Context: an optimization exercise on an open-source flow, tuned for small area, a short achievable clock period and few clock cycles per item. The choices shown serve that exercise and are no tape-out recipe.
RTL that was checked went through simulation tests only; none was proved equivalent to the original.
For run 2, only the layout was checked, not whether the RTL still works.

==> design.v <==
module nn_fmul (
    input  wire [7:0] a,
    input  wire [7:0] b,
    output wire [7:0] y
);
    wire [7:0]  ma = a[7] ? (~a + 8'd1) : a;    
    wire [7:0]  mb = b[7] ? (~b + 8'd1) : b;
    wire [15:0] p  = ma * mb;
    wire [7:0]  r  = p[10:3];
    assign y = (a[7] ^ b[7]) ? (~r + 8'd1) : r;
endmodule
module nn_fwd_unit #(
    parameter D = 4,
    parameter H = 8
) (
    input  wire                         clk,
    input  wire                         rst,
    input  wire                         start,
    input  wire [8*D-1:0]               x,
    input  wire [H*(8*D+8)+8*H+7:0]     w_in,
    output wire                         ready,
    output wire                         done,
    output wire [7:0]                   pred
);
    localparam NB = 8 * D + 8;               
    localparam NW = H * NB + 8 * H + 8;      
    reg             busy;        
    reg [8*D-1:0]   xr;
    reg [NW-1:0]    wr;
    reg             done_r;
    reg [7:0]       pred_r;
    wire [7:0] h [0:H-1];
    genvar gk, gi;
    generate
        for (gk = 0; gk < H; gk = gk + 1) begin : g_hid
            wire [7:0] prod [0:D-1];
            wire [7:0] part [0:D];
            assign part[0] = wr[NW - (gk+1)*NB +: 8];            
            for (gi = 0; gi < D; gi = gi + 1) begin : g_in
                nn_fmul u_mul (
                    .a(wr[NW - (gk+1)*NB + 8*(D-gi) +: 8]),
                    .b(xr[8*(D-1-gi) +: 8]),
                    .y(prod[gi])
                );
                assign part[gi+1] = part[gi] + prod[gi];
            end
            wire [7:0] z = part[D];
            assign h[gk] = (~z[7] && z != 8'd0) ? z : 8'd0;
        end
    endgenerate
    wire [7:0] oprod [0:H-1];
    wire [7:0] opart [0:H];
    assign opart[0] = wr[7:0];
    generate
        for (gk = 0; gk < H; gk = gk + 1) begin : g_outn
            nn_fmul u_mul (.a(wr[8*(H-gk) +: 8]), .b(h[gk]), .y(oprod[gk]));
            assign opart[gk+1] = opart[gk] + oprod[gk];
        end
    endgenerate
    always @(posedge clk) begin
        if (rst) begin
            busy   <= 1'b0;
            done_r <= 1'b0;
        end else begin
            busy   <= start;
            done_r <= busy;
        end
        if (start) begin
            xr <= x;
            wr <= w_in;
        end
        pred_r <= opart[H];
    end
    assign ready = 1'b1;
    assign done  = done_r;
    assign pred  = pred_r;
endmodule
==> run.sh <==
#!/bin/bash
# synth_recipe.tcl (not shown) runs the flow's synth.tcl, then flattens the netlist and writes it again
# the make line also repeats each setting of config.mk as NAME=value (left out here)
make -C /OpenROAD-flow-scripts/flow DESIGN_CONFIG=/design/flow/config.mk WORK_HOME=/design/flow/orfs CLKGATE_MAP_FILE= SYNTH_SCRIPT=/design/flow/synth_recipe.tcl finish
==> config.mk <==
export PLATFORM = sky130hd
export DESIGN_NAME = nn_fwd_unit
export DESIGN_NICKNAME = nn_fwd_unit
export VERILOG_FILES = /design/flow/design.v
export SDC_FILE = /design/flow/constraint.sdc
export NUM_CORES = 4
export LEC_CHECK = 0
export CAP_MARGIN = 20
export CORE_MARGIN = 2
export CORE_UTILIZATION = 40
export SLEW_MARGIN = 20
==> constraint.sdc <==
create_clock -name core_clock -period 25.0 [get_ports {clk}]
set_input_delay 5.0000 -clock core_clock [delete_from_list [all_inputs] [get_ports {clk}]]
set_output_delay 5.0000 -clock core_clock [all_outputs]
set_load 0.01 [all_outputs]
==> flow_metrics.py, run 1 <==
metrics = {
    "run_status": {
        "run_status": "finished clean",
    },
    "logic_synthesis": {
        "synth_most_common_cell": "sky130_fd_sc_hd__inv_1",
        "synth_top_cell_area_share": 0.298,
        "synth.avg_cell_area_um2": 8.99,
        "synth_common_cells": "2041 x sky130_fd_sc_hd__inv_1, 1325 x sky130_fd_sc_hd__fa_1, 1161 x sky130_fd_sc_hd__nand2_1",
        "synth_largest_area_cell": "sky130_fd_sc_hd__fa_1",
        "post_synth_num_cell_types": 86,
        "seq_area_frac_synth": 0.145,
        "synth_seq_cells": 434,
        "total_standard_cell_area_after_synthesis_um2": 89000,
        "asr_flop_ratio_synth": 0,
        "synth_flop_cell": "sky130_fd_sc_hd__edfxtp_1",
        "post_synth_main_area_contributors": "sky130_fd_sc_hd__fa_1 30%, sky130_fd_sc_hd__edfxtp_1 14%, sky130_fd_sc_hd__ha_1 12%",
        "synth_edf_count": 424,
        "ys_warn_count": 1,
        "synthesis.instances": 9894,
    },
    "setup_path": {
        "reg2reg_depth": 63,
        "critPathSlowestCell": "sky130_fd_sc_hd__xnor2_2",
        "r2r_setup_slack_ns": 5.49,
        "cp_max_fo": 18,
        "critPathMostFrequentCell": "sky130_fd_sc_hd__fa_1",
        "critical_path_arrival_ns": 20.12,
        "setup.worst_path.end_class": "register",
        "r2r_path_start": "xr[24]",
        "cp-start-kind": "register",
        "worst-setup-path-type": "reg2reg",
        "reg_to_reg_end": "pred_r[7]",
        "crit_path_max_incr_delay_ns": 0.85,
        "cp.required_ns": 25.61,
    },
    "floorplan": {
        "floorplan.die.height_um": 476,
        "initial_utilization": 0.402,
        "die_w_um": 476,
        "design.portCount": 437,
        "std_cell_rows": 173,
        "area_enclosed_by_the_die_boundary_um2": 226000,
        "core_um2": 222000,
    },
    "global_routing": {
        "first_global_vias": 71300,
        "globalRouteOverflowTotal": 0,
        "first_pass_grt_wire_length_um": 438000,
        "initial_antenna_violation_count": 7,
        "pin_count_of_the_biggest_net_entering_global_routing": 138,
        "gr-usage-all-layers": 0.260,
    },
    "drt": {
        "drc_errors": 0,
        "routed-via-count": 68200,
        "drt_pass1_iterations": 6,
        "post_dr_wirelength_cell_um": 22.0,
        "routed_wl_um": 292000,
        "avgViaCountPerCell": 5.13,
        "ant_nets": 0,
        "drt_first_iter_violations": 5461,
    },
    "layout": {
        "layout.cell_area.non_filler_um2": 99000,
        "finish.net_count": 12900,
        "layout-drive-gt1-share": 0.0303,
        "final.fill_count": 21700,
        "area_growth_syn_to_layout_pct": 11.2,
    },
    "clock_network": {
        "clk_pin_slew_worst_paths_ns": 0.08,
        "cts_tree": "yes",
        "clock_sinks": 434,
        "cts_hold_buffers": 0,
        "clock_tree.buffer_depth": 3,
        "cts_post_setup_buffers_inserted": 0,
        "h-tree-depth": 2,
        "ctsRootBufferMaster": "sky130_fd_sc_hd__clkbuf_16",
        "postCtsResizedCells": 0,
        "number_of_cts_inserted_buffers": 52,
        "clock_network_latency_to_the_later_pin_of_the_worst_skew_pair_ns": 0.72,
    },
    "sta": {
        "setup_tns_ns": 0,
        "final_critical_delay_including_setup_and_external_delays_ns": 19.51,
        "slew_headroom": 0.199,
        "timing.hold.ws_ns": 0.451,
        "setup_viol": 0,
        "grt_setup_unrepaired": "false",
        "final_min_period_over_clock_period": 0.780,
        "post_route_skew_ns": 0.0593,
        "timing_hold_violations_final": 0,
        "drv_slew": 0,
        "fmax_mhz": 51.3,
        "layout_setup_ws_ns": 5.49,
        "worst_slew_pin_slew_ns": 1.19,
    },
    "min_path": {
        "hold_start": "busy",
        "hp-class": "reg2reg",
        "hold_end": "done_r",
        "worst_hold_path_stage_count": 1,
    },
    "placed_design": {
        "place.detailed.hpwl_um": 241000,
        "gpl.final_weighted_congestion": 0.983,
        "port-buffer-count": 435,
        "preCtsSetupSlack_ns": 5.76,
        "placedInstanceArea_um2": 97300,
    },
    "flow_run": {
        "max_cap_viols": 0,
    },
}
## per-layer routing
layer,GRT usage,share of wire
met1,0.361,0.44
met2,0.409,0.44
met3,0.0347,0.070
met4,0.105,0.047
met5,0,0.00019
## cells by family (layout without fill, tap and decap cells)
logic type / count (synthesis) / after routing / synth area share
buffers and inverters: 2263 / 2656 / 0.0958
AO/OA/AOI/OAI: 783 / 783 / 0.0579
flip-flops: 434 / 434 / 0.145
other: 1 / 28 / 0.0000421
AND/OR/NAND/NOR: 2964 / 2964 / 0.151
multiplexers: 34 / 34 / 0.00388
adder cells (fa/ha/maj): 2201 / 2201 / 0.421
XOR/XNOR: 1214 / 1214 / 0.125
## final cells by class
class,count,area (µm²),share of cell area
clock buffer,64,1380,0.0139
antenna,3,7.51,0.0000758
inverter,2043,7670,0.0775
tap,2975,3720,0.0376
timing repair buffer,520,5010,0.0506
multi-input combinational,7221,68000,0.686
clock inverter,29,328,0.00331
sequential,434,12900,0.131
## flip-flops by register name (all words and copies together) (netlist names)
name,cells
busy,1
done_r,1
pred_r,8
wr,392
xr,32
## layout by cell type, fill, tap and decap left out, drive strengths merged, types with 12 or more instances in the layout
| cell type | Yosys | routed |
|---|---|---|
| xnor2 | 837 | 837 |
| nor4 | 39 | 39 |
| mux2i | 30 | 30 |
| a21boi | 30 | 30 |
| buf | 42 | 86 |
| a21oi | 214 | 214 |
| nand2b | 86 | 86 |
| xor2 | 345 | 345 |
| o31ai | 116 | 116 |
| fa | 1325 | 1325 |
| nand3b | 19 | 19 |
| or3b | 22 | 22 |
| clkdlybuf4s50 | 0 | 434 |
| nand3 | 74 | 74 |
| xnor3 | 32 | 32 |
| conb | 1 | 25 |
| or2 | 55 | 55 |
| a211oi | 27 | 27 |
| nand2 | 1163 | 1163 |
| edfxtp | 424 | 424 |
| o21ai | 121 | 121 |
| ha | 876 | 876 |
| nor3 | 81 | 81 |
| nor4b | 14 | 14 |
| o21bai | 80 | 80 |
| nor2 | 906 | 906 |
| a21o | 84 | 84 |
| nand4b | 12 | 12 |
| clkinv | 1 | 19 |
| a31oi | 28 | 28 |
| and3 | 91 | 91 |
| nor2b | 69 | 69 |
| or3 | 44 | 44 |
| o21a | 31 | 31 |
| and2 | 248 | 248 |
| inv | 2042 | 2046 |
| clkbuf | 178 | 64 |
## critical path: cells and delay by family (launching register included)
kind / cells / cell delay (ns)
AOI/OAI and AO/OA: 4 / 0.65
DFF: 1 / 0.35
xor gates and xnor gates: 17 / 5.24
buffers and inverters: 13 / 2.02
adders and majority gates: 20 / 9.13
and+or+nand+nor: 9 / 1.99
## worst max-delay path by stage
stage / from / to / slack [ns] / cells after the start
2_1_floorplan: xr[24] / pred_r[7] / 7.71 / 63
4_1_cts: xr[24] / pred_r[7] / 5.74 / 63
6_report: xr[24] / pred_r[7] / 5.49 / 63
3_3_place_gp: xr[24] / pred_r[7] / 6.08 / 65
5_1_grt: xr[24] / pred_r[7] / 4.81 / 65
3_5_place_dp: xr[24] / pred_r[7] / 5.76 / 63
## per-stage QoR
stage | instances | utilization
6_report | 13300 | 0.447
3_3_place_gp | 13200 | 0.439
3_5_place_dp | 13200 | 0.439
4_1_cts | 13300 | 0.447
2_1_floorplan | 9918 | -
5_1_grt | 13300 | 0.447
Testbench counts, summed over its fixed seeds: cycles 3,216, items 3,200.
==> run 2: changes to the inputs <==
==> design.v (replaced) <==
module nn_fmul (
    input  wire [7:0] a,
    input  wire [7:0] b,
    output wire [7:0] y
);
    wire signed [15:0] p = $signed(a) * $signed(b);
    wire [10:0] q = p[10:0] + {8'd0, {3{a[7] ^ b[7]}}};
    assign y = q[10:3];
endmodule
module nn_fwd_unit #(
    parameter D = 4,
    parameter H = 8
) (
    input  wire                         clk,
    input  wire                         rst,
    input  wire                         start,
    input  wire [8*D-1:0]               x,
    input  wire [H*(8*D+8)+8*H+7:0]     w_in,
    output wire                         ready,
    output wire                         done,
    output wire [7:0]                   pred
);
    localparam NB = 8 * D + 8;
    localparam NW = H * NB + 8 * H + 8;
    reg             v1, v2, v3;
    reg [8*D-1:0]   xr;
    reg [NW-1:0]    wr;
    reg [7*H-1:0]   hr;          
    reg [8*H+7:0]   wo_r;         
    reg [7:0]       pred_r;
    wire [7*H-1:0] h;
    genvar gk, gi;
    generate
        for (gk = 0; gk < H; gk = gk + 1) begin : g_hid
            wire [7:0] prod [0:D-1];
            wire [7:0] part [0:D];
            assign part[0] = wr[NW - (gk+1)*NB +: 8];
            for (gi = 0; gi < D; gi = gi + 1) begin : g_in
                nn_fmul u_mul (
                    .a(wr[NW - (gk+1)*NB + 8*(D-gi) +: 8]),
                    .b(xr[8*(D-1-gi) +: 8]),
                    .y(prod[gi])
                );
                assign part[gi+1] = part[gi] + prod[gi];
            end
            wire [7:0] z = part[D];
            assign h[7*gk +: 7] = z[7] ? 7'd0 : z[6:0];
        end
    endgenerate
    wire [7:0] oprod [0:H-1];
    wire [7:0] opart [0:H];
    assign opart[0] = wo_r[7:0];
    generate
        for (gk = 0; gk < H; gk = gk + 1) begin : g_outn
            nn_fmul u_mul (.a(wo_r[8*(H-gk) +: 8]), .b({1'b0, hr[7*gk +: 7]}), .y(oprod[gk]));
            assign opart[gk+1] = opart[gk] + oprod[gk];
        end
    endgenerate
    always @(posedge clk) begin
        if (rst) begin
            v1 <= 1'b0;
            v2 <= 1'b0;
            v3 <= 1'b0;
        end else begin
            v1 <= start;
            v2 <= v1;
            v3 <= v2;
        end
        xr     <= x;
        wr     <= w_in;
        hr     <= h;
        wo_r    <= wr[8*H+7:0];
        pred_r <= opart[H];
    end
    assign ready = 1'b1;
    assign done  = v3;
    assign pred  = pred_r;
endmodule
==> flow_metrics.py, run 2 <==
metrics = {
    "setup_path": {
        "critical_path_arrival_ns": 8.90,
        "worst-setup-path-type": "reg2reg",
        "critPathSlowestCell": "sky130_fd_sc_hd__buf_4",
        "critPathMostFrequentCell": "sky130_fd_sc_hd__fa_1",
        "setup.worst_path.end_class": "register",
        "cp-start-kind": "register",
        "cp.required_ns": 25.57,
        "crit_path_max_incr_delay_ns": 0.62,
        "cp_max_fo": 36,
    },
    "floorplan": {
        "initial_utilization": 0.403,
        "design.portCount": 437,
        "area_enclosed_by_the_die_boundary_um2": 218000,
        "std_cell_rows": 169,
        "die_w_um": 467,
        "floorplan.die.height_um": 467,
        "core_um2": 213000,
    },
    "min_path": {
        "hp-class": "reg2reg",
    },
    "flow_run": {
        "max_cap_viols": 0,
    },
    "placed_design": {
        "place.detailed.hpwl_um": 207000,
        "dpl.cell_count": 12200,
        "port-buffer-count": 435,
        "gpl.final_weighted_congestion": 0.948,
    },
    "drt": {
        "avgViaCountPerCell": 4.81,
        "drt_first_iter_violations": 3667,
        "post_dr_wirelength_cell_um": 20.2,
        "routed_wl_um": 249000,
        "drc_errors": 0,
        "drt_pass1_iterations": 5,
        "ant_nets": 0,
        "routed-via-count": 59400,
    },
    "clock_network": {
        "postCtsResizedCells": 0,
        "clk_pin_slew_worst_paths_ns": 0.07,
        "clock_network_latency_to_the_later_pin_of_the_worst_skew_pair_ns": 0.76,
        "clock_sinks": 563,
        "h-tree-depth": 3,
        "cts_tree": "yes",
        "cts_hold_buffers": 0,
        "cts_post_setup_buffers_inserted": 0,
        "clock_tree.buffer_depth": 3,
        "number_of_cts_inserted_buffers": 75,
        "ctsRootBufferMaster": "sky130_fd_sc_hd__clkbuf_16",
    },
    "logic_synthesis": {
        "post_synth_num_cell_types": 41,
        "seq_area_frac_synth": 0.132,
        "synth_flop_cell": "sky130_fd_sc_hd__dfxtp_1",
        "ys_warn_count": 1,
        "synth_seq_cells": 563,
        "total_standard_cell_area_after_synthesis_um2": 85700,
        "post_synth_main_area_contributors": "sky130_fd_sc_hd__fa_1 35%, sky130_fd_sc_hd__ha_1 14%, sky130_fd_sc_hd__dfxtp_1 13%",
        "synth_most_common_cell": "sky130_fd_sc_hd__inv_1",
        "synth_common_cells": "2134 x sky130_fd_sc_hd__inv_1, 1477 x sky130_fd_sc_hd__fa_1, 1329 x sky130_fd_sc_hd__and2_1",
        "synthesis.instances": 9102,
        "synth_top_cell_area_share": 0.345,
        "synth_edf_count": 0,
        "asr_flop_ratio_synth": 0,
        "synth_largest_area_cell": "sky130_fd_sc_hd__fa_1",
        "synth.avg_cell_area_um2": 9.41,
    },
    "global_routing": {
        "globalRouteOverflowTotal": 0,
        "pin_count_of_the_biggest_net_entering_global_routing": 65,
        "gr-usage-all-layers": 0.234,
        "first_global_vias": 63700,
        "initial_antenna_violation_count": 10,
        "first_pass_grt_wire_length_um": 384000,
    },
    "layout": {
        "number_of_flip_flops_in_the_largest_register": 392,
        "mostFrequentLayoutCell": "sky130_fd_sc_hd__inv_1",
        "mostFrequentLayoutCells": "2134 x sky130_fd_sc_hd__inv_1, 1477 x sky130_fd_sc_hd__fa_1, 1329 x sky130_fd_sc_hd__and2_1",
        "layout-drive-gt1-share": 0.0228,
        "top_register": "wr",
        "finish.cell_count_without_fillers": 12300,
        "area_growth_syn_to_layout_pct": 11.9,
        "fin_util": 0.451,
        "final.fill_count": 20500,
        "finish.net_count": 12300,
        "top_regs": "wr (392), wo_r (72), hr (56)",
    },
    "sta": {
        "final_critical_delay_including_setup_and_external_delays_ns": 8.33,
        "setup_tns_ns": 0,
        "slew_headroom": 0.323,
        "grt_setup_unrepaired": "false",
        "post_route_skew_ns": 0.0508,
        "worst_slew_pin_slew_ns": 1.01,
        "fmax_mhz": 120,
        "timing_hold_violations_final": 0,
        "drv_slew": 0,
        "setup_viol": 0,
        "timing.hold.ws_ns": 0.327,
        "final_min_period_over_clock_period": 0.333,
    },
    "run_status": {
        "run_status": "finished clean",
    },
}
==> run 2: worst max-delay path: cells and delay by family, from the launching register on <==
kind / cells / cell delay (ns)
AND/OR/NAND/NOR: 3 / 0.87
flip-flops: 1 / 0.57
buffers and inverters: 7 / 0.95
AO/OA/AOI/OAI: 3 / 0.31
XOR/XNOR: 4 / 1.06
adder cells (fa/ha/maj): 11 / 4.32
==> run 2: routing by layer <==
metal / part of all wire / GRT usage
met2: 0.42 / 0.343
met1: 0.47 / 0.342
met4: 0.029 / 0.0656
met5: 0.000048 / 0
met3: 0.081 / 0.0533
==> run 2: kinds of logic (layout without fill, tap and decap cells) <==
group | count (synthesis) | count (layout) | share of synthesized area
xor gates and xnor gates | 867 | 867 | 0.0912
other | 1 | 14 | 0.0000438
DFF | 563 | 563 | 0.132
AOI/OAI and AO/OA | 520 | 520 | 0.0369
adders and majority gates | 2453 | 2453 | 0.488
and+or+nand+nor | 2368 | 2368 | 0.150
buffers and inverters | 2330 | 2742 | 0.103
==> run 2: path summary, 6_finish.rpt <==
check	from	slack [ns]	to	cells past startpoint
worst min register to register	wr[4]	0.33	wo_r[4]	0
worst max register to register	xr[31]	16.67	hr[16]	28
worst min-delay path	wr[4]	0.33	wo_r[4]	0
worst max-delay path	xr[31]	16.67	hr[16]	28
==> run 2: stage by stage <==
stage / cell area, µm² / setup WS, ns
floorplan: 85700 / 17.41
global placement: 93100 / 16.71
detailed placement: 93100 / 16.70
CTS: 95800 / 16.68
global route: 95800 / 16.25
finish: 95900 / 16.67
==> run 2: cell type report <==
| class | count | area (µm²) | area share |
|---|---|---|---|
| Multi-Input combinational cell | 6209 | 65600 | 0.684 |
| Sequential cell | 563 | 11300 | 0.118 |
| Inverter | 2134 | 8010 | 0.0836 |
| Timing Repair Buffer | 472 | 4630 | 0.0483 |
| Tap cell | 2821 | 3530 | 0.0368 |
| Clock buffer | 91 | 2050 | 0.0214 |
| Clock inverter | 45 | 693 | 0.00723 |
| Antenna cell | 13 | 32.5 | 0.000339 |

[what the ideal ports hide]
How much do the figures lean on ideal ports? The routed layouts below were timed once more, with nothing changed but the port constraints.
Step 1 assumes that a clkbuf_16 drives the clock port and a buf_2 every other input.
Step 2, shift: input delay + t, output delay - t, t = (earliest + latest rising clock arrival at the registers) / 2. This alone moves slack from input paths to output paths.
a / b / c = ideal / step 1 / step 2; a / b = the first two.
| run | t, ns | setup WS [ns] | hold slack, ns | worst slew at a driven data input, ns |
|---|---|---|---|---|
| run 1 | 0.783 | 5.493 / 5.493 / 5.493 | 0.451 / 0.451 / 0.451 | 0.11 |
| run 2 | 0.828 | 16.666 / 16.666 / 16.666 | 0.327 / 0.327 / 0.327 | 0.07 |
After both steps every run listed still meets setup and hold.
